Source: an optimization exercise on an open RTL-to-GDS flow (aim: small area, a short achievable clock period and few clock cycles). Production flows keep margins and buffers that such runs may drop. The RTL was checked by simulation tests, not by an equivalence proof against the original design. Power figures rest on the tool's default switching activity, not on a simulated workload.

== run 1 ==
==> flow/design.v (excerpt) <==
module t1_codec (
    input  wire        clk,
    input  wire        rst,
    input  wire        tx_in_valid,
    output wire        tx_in_ready,
    input  wire [7:0]  tx_in_data,
    input  wire        tx_in_crc,
    output wire        tx_out_valid,
    input  wire        tx_out_ready,
    output wire [7:0]  tx_out_data,
    output wire        tx_out_last,
    input  wire        rx_in_valid,
    output wire        rx_in_ready,
    input  wire [7:0]  rx_in_data,
    input  wire        rx_in_crc,
    input  wire        rx_ns_slave,
    input  wire        rx_ns_master,
    input  wire        rx_orig_chained,
    input  wire [7:0]  rx_last_tx_pcb,
    output wire        rx_data_valid,
    input  wire        rx_data_ready,
    output wire [7:0]  rx_data,
    output wire        rx_stat_valid,
    input  wire        rx_stat_ready,
    output wire [7:0]  rx_stat_nad,
    output wire [7:0]  rx_stat_pcb,
    output wire [7:0]  rx_stat_len,
    output wire [1:0]  rx_stat_kind,
    output wire [15:0] rx_stat_cksum,
    output wire [2:0]  rx_stat_code
);
For scale: roughly 100 I/O pins, roughly 0.0074 sq mm of cells after synthesis.
clock: 4.0 ns
lec_check: 0
abc_area: 1
cap_margin: 20
core_margin: 2
core_utilization: 40
setup_slack_margin: 2.4
slew_margin: 20
run.sh (not shown) runs the stock make flow with config.mk's settings and CLKGATE_MAP_FILE= SYNTH_SCRIPT=/design/flow/synth_recipe.tcl, a recipe that flattens the netlist after the stock synthesis.
Testbench counts of run 1, summed over its fixed seeds: cycles 17,575.
For run 2, these inputs were changed with respect to run 1:
# run 1
export LEC_CHECK = 0
export ABC_AREA = 1
export CAP_MARGIN = 20
export CORE_MARGIN = 2
export CORE_UTILIZATION = 40
export SETUP_SLACK_MARGIN = 2.4
export SLEW_MARGIN = 20
create_clock -name core_clock -period 4.0 [get_ports {clk}]
# run 2
export LEC_CHECK = 0
export ABC_AREA = 1
export CAP_MARGIN = 20
export CORE_MARGIN = 2
export CORE_UTILIZATION = 40
export SETUP_SLACK_MARGIN = 2.0
export SLEW_MARGIN = 20
export BUFFER_PORTS_ARGS = -buffer_cell sky130_fd_sc_hd__buf_2
export CTS_ARGS = -sink_clustering_enable -repair_clock_nets -dont_use_dummy_load -sink_clustering_size 30 -sink_clustering_max_diameter 80 -buf_list {sky130_fd_sc_hd__clkbuf_4 sky130_fd_sc_hd__clkbuf_8}
create_clock -name core_clock -period 4.0 [get_ports {clk}]
==> flow/flow/run.sh (new file) <==
#!/bin/bash
# The standard layout, with plain buffers on the ports, sizing free to
# change a cell's footprint, and a clock tree of fewer, larger clusters
# without dummy loads.
set -euo pipefail
cat >> config.mk <<'MK'
export BUFFER_PORTS_ARGS = -buffer_cell sky130_fd_sc_hd__buf_2
export CTS_ARGS = -sink_clustering_enable -repair_clock_nets -dont_use_dummy_load -sink_clustering_size 30 -sink_clustering_max_diameter 80 -buf_list {sky130_fd_sc_hd__clkbuf_4 sky130_fd_sc_hd__clkbuf_8}
MK
bash standard.sh MATCH_CELL_FOOTPRINT=0 finish > standard.log 2>&1
==> flow/standard.sh (new file) <==
#!/bin/bash
# synth_recipe.tcl (not shown) runs the flow's synth.tcl, then flattens the netlist and writes it again
# the make line also repeats each setting of config.mk as NAME=value (left out here)
make -C /OpenROAD-flow-scripts/flow DESIGN_CONFIG=/design/flow/config.mk WORK_HOME=/design/flow/orfs CLKGATE_MAP_FILE= SYNTH_SCRIPT=/design/flow/synth_recipe.tcl "${@:-finish}"
removed: flow/run.sh
## What came out
Compared with run 1, in run 2 worst slack after detailed placement grew by 0.073 ns, utilization of the core after routing decreased by 17 points relative to the old numbers. Compare run 2 and run 1 | part of the total power dissipated in the clock network higher: run 1. Row cell area: run 2 lower / run 1 higher.
Setup changes, run 2 to run 3
# run 2
export LEC_CHECK = 0
export ABC_AREA = 1
export CAP_MARGIN = 20
export CORE_MARGIN = 2
export CORE_UTILIZATION = 40
export SETUP_SLACK_MARGIN = 2.0
export SLEW_MARGIN = 20
export BUFFER_PORTS_ARGS = -buffer_cell sky130_fd_sc_hd__buf_2
export CTS_ARGS = -sink_clustering_enable -repair_clock_nets -dont_use_dummy_load -sink_clustering_size 30 -sink_clustering_max_diameter 80 -buf_list {sky130_fd_sc_hd__clkbuf_4 sky130_fd_sc_hd__clkbuf_8}
create_clock -name core_clock -period 4.0 [get_ports {clk}]
# run 3
export LEC_CHECK = 0
export ABC_AREA = 1
export CAP_MARGIN = 20
export CORE_MARGIN = 2
export CORE_UTILIZATION = 40
export SETUP_SLACK_MARGIN = 2.0
export SLEW_MARGIN = 20
export BUFFER_PORTS_ARGS = -buffer_cell sky130_fd_sc_hd__buf_2
export CTS_ARGS = -sink_clustering_enable -repair_clock_nets -dont_use_dummy_load -sink_clustering_size 30 -sink_clustering_max_diameter 80
create_clock -name core_clock -period 4.0 [get_ports {clk}]
diff --git a/flow/flow/run.sh b/flow/flow/run.sh
--- a/flow/flow/run.sh
+++ b/flow/flow/run.sh
@@ -7,3 +7,3 @@
 export BUFFER_PORTS_ARGS = -buffer_cell sky130_fd_sc_hd__buf_2
-export CTS_ARGS = -sink_clustering_enable -repair_clock_nets -dont_use_dummy_load -sink_clustering_size 30 -sink_clustering_max_diameter 80 -buf_list {sky130_fd_sc_hd__clkbuf_4 sky130_fd_sc_hd__clkbuf_8}
+export CTS_ARGS = -sink_clustering_enable -repair_clock_nets -dont_use_dummy_load -sink_clustering_size 30 -sink_clustering_max_diameter 80
 MK
Results
- On clock power, the lower figure sits with run 2, not run 3.
- Run 3 vs run 2 on net switching fraction of the power: run 3 is the lower one.
- Run 3 against run 2: count of input and output buffers shows no meaningful change, insertion delay of the later-clocked pin in the worst-skew pair shows a reduction of 0.03 ns, met1 capacity usage during global routing shows a reduction of 0.18 points.
- Per the comparison of run 3 with run 2, final cell count without fillers held; sequential share of power decreased 6.7 points.
- Between run 3 and run 2, delay of the slowest critical-path stage is higher for run 2, run 3 comes in under that.
- Status: data arrival at the endpoint of the critical path parity (run 3, run 2)
#### Input delta (run 4 over run 3)
# run 3
export LEC_CHECK = 0
export ABC_AREA = 1
export CAP_MARGIN = 20
export CORE_MARGIN = 2
export CORE_UTILIZATION = 40
export SETUP_SLACK_MARGIN = 2.0
export SLEW_MARGIN = 20
export BUFFER_PORTS_ARGS = -buffer_cell sky130_fd_sc_hd__buf_2
export CTS_ARGS = -sink_clustering_enable -repair_clock_nets -dont_use_dummy_load -sink_clustering_size 30 -sink_clustering_max_diameter 80
create_clock -name core_clock -period 4.0 [get_ports {clk}]
# run 4
export LEC_CHECK = 0
export ABC_AREA = 1
export CAP_MARGIN = 20
export CORE_MARGIN = 2
export CORE_UTILIZATION = 40
export SETUP_SLACK_MARGIN = 2.3
export SLEW_MARGIN = 20
export BUFFER_PORTS_ARGS = -buffer_cell sky130_fd_sc_hd__buf_2
create_clock -name core_clock -period 4.0 [get_ports {clk}]
==> flow/flow/run.sh <==
#!/bin/bash
# The standard layout, with plain buffers on the ports and sizing free to
# change a cell's footprint.
set -euo pipefail
cat >> config.mk <<'MK'
export BUFFER_PORTS_ARGS = -buffer_cell sky130_fd_sc_hd__buf_2
MK
bash standard.sh MATCH_CELL_FOOTPRINT=0 finish > standard.log 2>&1
- Wire: run 4 routes more than run 3
- Going from run 3 to run 4, fraction of cell area in non-clock buffers increased 8.3 points; post-CTS setup buffer count increased 320%; peak fanout along the critical path decreased 7.
Changes in run 5 relative to run 4:
# run 4
export LEC_CHECK = 0
export ABC_AREA = 1
export CAP_MARGIN = 20
export CORE_MARGIN = 2
export CORE_UTILIZATION = 40
export SETUP_SLACK_MARGIN = 2.3
export SLEW_MARGIN = 20
export BUFFER_PORTS_ARGS = -buffer_cell sky130_fd_sc_hd__buf_2
create_clock -name core_clock -period 4.0 [get_ports {clk}]
# run 5
export LEC_CHECK = 0
export ABC_AREA = 1
export CAP_MARGIN = 20
export CORE_MARGIN = 2
export CORE_UTILIZATION = 40
export SETUP_SLACK_MARGIN = 2.0
export SLEW_MARGIN = 20
create_clock -name core_clock -period 4.0 [get_ports {clk}]
==> flow/run.sh (new file) <==
#!/bin/bash
# synth_recipe.tcl (not shown) runs the flow's synth.tcl, then flattens the netlist and writes it again
# the make line also repeats each setting of config.mk as NAME=value (left out here)
make -C /OpenROAD-flow-scripts/flow DESIGN_CONFIG=/design/flow/config.mk WORK_HOME=/design/flow/orfs CLKGATE_MAP_FILE= SYNTH_SCRIPT=/design/flow/synth_recipe.tcl finish
removed: flow/flow/run.sh
removed: flow/standard.sh
==> notes.md <==
Smallest hold slack delta for run 5 relative to run 4: 0.011 ns higher
Reported for run 4 and run 5, count of buffers from port buffering turned out identical to the last digit.
Any difference in number of distinct library cells after synthesis between run 4 and run 5 is small enough to ignore.
Slew at the pin closest to its max-slew limit (lower): run 4
For global-route wire length before repair, dividing the value from run 5 by the value from run 4 gives 0.944.
Run 5 gives less final area than run 4 did.

========
v6:
t1_codec, a different RTL version from the one above (not shown whole).
Size: roughly 620 cells after synthesis, roughly 110 flip-flops, roughly 5800 µm² of cells after synthesis.
==> flow/config.mk <==
export PLATFORM = sky130hd
export DESIGN_NAME = t1_codec
export DESIGN_NICKNAME = t1_codec
export VERILOG_FILES = /design/flow/design.v
export SDC_FILE = /design/flow/constraint.sdc
export NUM_CORES = 4
export LEC_CHECK = 0
export ABC_AREA = 1
export CAP_MARGIN = 20
export CORE_MARGIN = 2
export CORE_UTILIZATION = 40
export SETUP_SLACK_MARGIN = 2.0
export SLEW_MARGIN = 20
export BUFFER_PORTS_ARGS = -buffer_cell sky130_fd_sc_hd__buf_1
export CTS_ARGS = -sink_clustering_enable -repair_clock_nets -dont_use_dummy_load -sink_clustering_size 20 -sink_clustering_max_diameter 80 -buf_list {sky130_fd_sc_hd__clkbuf_4 sky130_fd_sc_hd__clkbuf_8}
==> flow/constraint.sdc <==
create_clock -name core_clock -period 4.0 [get_ports {clk}]
set_input_delay 0.8000 -clock core_clock [delete_from_list [all_inputs] [get_ports {clk}]]
set_output_delay 0.8000 -clock core_clock [all_outputs]
set_load 0.01 [all_outputs]
standard.sh (not shown) runs the stock make flow with config.mk's settings and CLKGATE_MAP_FILE= SYNTH_SCRIPT=/design/flow/synth_recipe.tcl, a recipe that flattens the netlist after the stock synthesis.
==> flow/flow/run.sh <==
#!/bin/bash
# The standard layout, with: plain buffers on the ports; sizing free to
# change a cell's footprint; a clock tree of larger clusters of small
# clock buffers without dummy loads; and an area-oriented ABC mapping
# script (flow/abc_area.script) in place of ORFS's (ABC_AREA is set).
# Everything else, registers included, is the standard synthesis and flow.
set -euo pipefail
here=$(pwd)
rm -rf "$here/scripts"
cp -r "$FLOW_HOME/scripts" "$here/scripts"
cp "$here/flow/abc_area.script" "$here/scripts/abc_area.script"
cat >> config.mk <<'MK'
export BUFFER_PORTS_ARGS = -buffer_cell sky130_fd_sc_hd__buf_1
export CTS_ARGS = -sink_clustering_enable -repair_clock_nets -dont_use_dummy_load -sink_clustering_size 20 -sink_clustering_max_diameter 80 -buf_list {sky130_fd_sc_hd__clkbuf_4 sky130_fd_sc_hd__clkbuf_8}
MK
bash standard.sh MATCH_CELL_FOOTPRINT=0 SCRIPTS_DIR="$here/scripts" finish > standard.log 2>&1
==> flow/flow/abc_area.script <==
strash
dch -f
map -D 1000
topo
stime -c
buffer -c
upsize -c
dnsize -c
Testbench counts of v6, summed over its fixed seeds: cycles 17,575.
Edits applied to the flow inputs when going from v6 to v7:
==> flow/flow/run.sh <==
#!/bin/bash
# The standard layout, with: plain buffers on the ports; sizing free to
# change a cell's footprint; a clock tree of larger clusters of small
# clock buffers without dummy loads; and an delay-constrained (map -D), area-recovering ABC mapping
# script (flow/abc_area.script) in place of ORFS's (ABC_AREA is set).
# Everything else, registers included, is the standard synthesis and flow.
set -euo pipefail
here=$(pwd)
rm -rf "$here/scripts"
cp -r "$FLOW_HOME/scripts" "$here/scripts"
cp "$here/flow/abc_area.script" "$here/scripts/abc_area.script"
cat >> config.mk <<'MK'
export BUFFER_PORTS_ARGS = -buffer_cell sky130_fd_sc_hd__buf_1
export CTS_ARGS = -sink_clustering_enable -repair_clock_nets -dont_use_dummy_load -sink_clustering_size 30 -sink_clustering_max_diameter 80 -buf_list {sky130_fd_sc_hd__clkbuf_4 sky130_fd_sc_hd__clkbuf_8}
MK
bash standard.sh MATCH_CELL_FOOTPRINT=0 SCRIPTS_DIR="$here/scripts" finish > standard.log 2>&1
==> flow/config.mk <==
export PLATFORM = sky130hd
export DESIGN_NAME = t1_codec
export DESIGN_NICKNAME = t1_codec
export VERILOG_FILES = /design/flow/design.v
export SDC_FILE = /design/flow/constraint.sdc
export NUM_CORES = 4
export LEC_CHECK = 0
export ABC_AREA = 1
export CAP_MARGIN = 20
export CORE_MARGIN = 2
export CORE_UTILIZATION = 40
export SETUP_SLACK_MARGIN = 1.7
export SLEW_MARGIN = 20
export BUFFER_PORTS_ARGS = -buffer_cell sky130_fd_sc_hd__buf_1
export CTS_ARGS = -sink_clustering_enable -repair_clock_nets -dont_use_dummy_load -sink_clustering_size 30 -sink_clustering_max_diameter 80 -buf_list {sky130_fd_sc_hd__clkbuf_4 sky130_fd_sc_hd__clkbuf_8}
### Flow results
- The flow did not stop early for v7: all stages ran, and the layout cleared the timing, DRC and antenna checks.
- Looking at endpoint of the worst setup timing path, the rx_in_ready result is from v6; the u_rx.stat_code[0]$_DFF_P_ one comes from v7.
- For v7, the critical path startpoint was u_rx.h[0]$_DFFE_PN_, unlike v6, where it was rx_data_ready.
- When the final numbers for v7 and v6 were put side by side, the first-iteration DRC count turned out to be smaller in v6.
- Delta (v7 minus v6): layout overhead on the synthesized area lost 7.5 points, cell area lost 430 µm², portion of the layout cell area used by clock cells neither gained nor lost much, final routed wirelength across all metal layers lost 530 µm, post-route total power lost about 3%.

[what the ideal ports hide]
The results above use ideal ports. As a check the final layouts listed here were re-extracted and re-timed, cells and wires unchanged.
Step 1 sets driving cells, clkbuf_16 on the clock port and buf_2 on the other inputs (assumed; they add their load-dependent delay and slew).
Step 2 moves the port delays by t, midway between the first and last clock arrival at a register: inputs arrive t later, outputs are due t later. That takes back most of the time a late clock gives input paths.
a / b / c = no drivers / after step 1 / after step 2; a / b = the first two.
run | shift t [ns] | setup slack, ns | pins driven straight from the clock port
run 1 | 0.475 | 2.044 / 2.000 / 1.712 | 1
run 2 | 0.468 | 2.057 / 2.018 / 1.645 | 1
run 3 | 0.453 | 2.053 / 2.005 / 1.669 | 1
run 4 | 0.470 | 2.050 / 2.005 / 1.795 | 1
run 5 | 0.466 | 2.037 / 1.992 / 1.616 | 1
v6 | 0.406 | 1.959 / 1.934 / 1.689 | 1
v7 | 0.403 | 1.801 / 1.774 / 1.515 | 1
After both steps setup and hold are still met in every run listed. The setup slack of run 5, which loses most, moves by -0.045 ns with the drivers and by -0.421 ns with both steps.
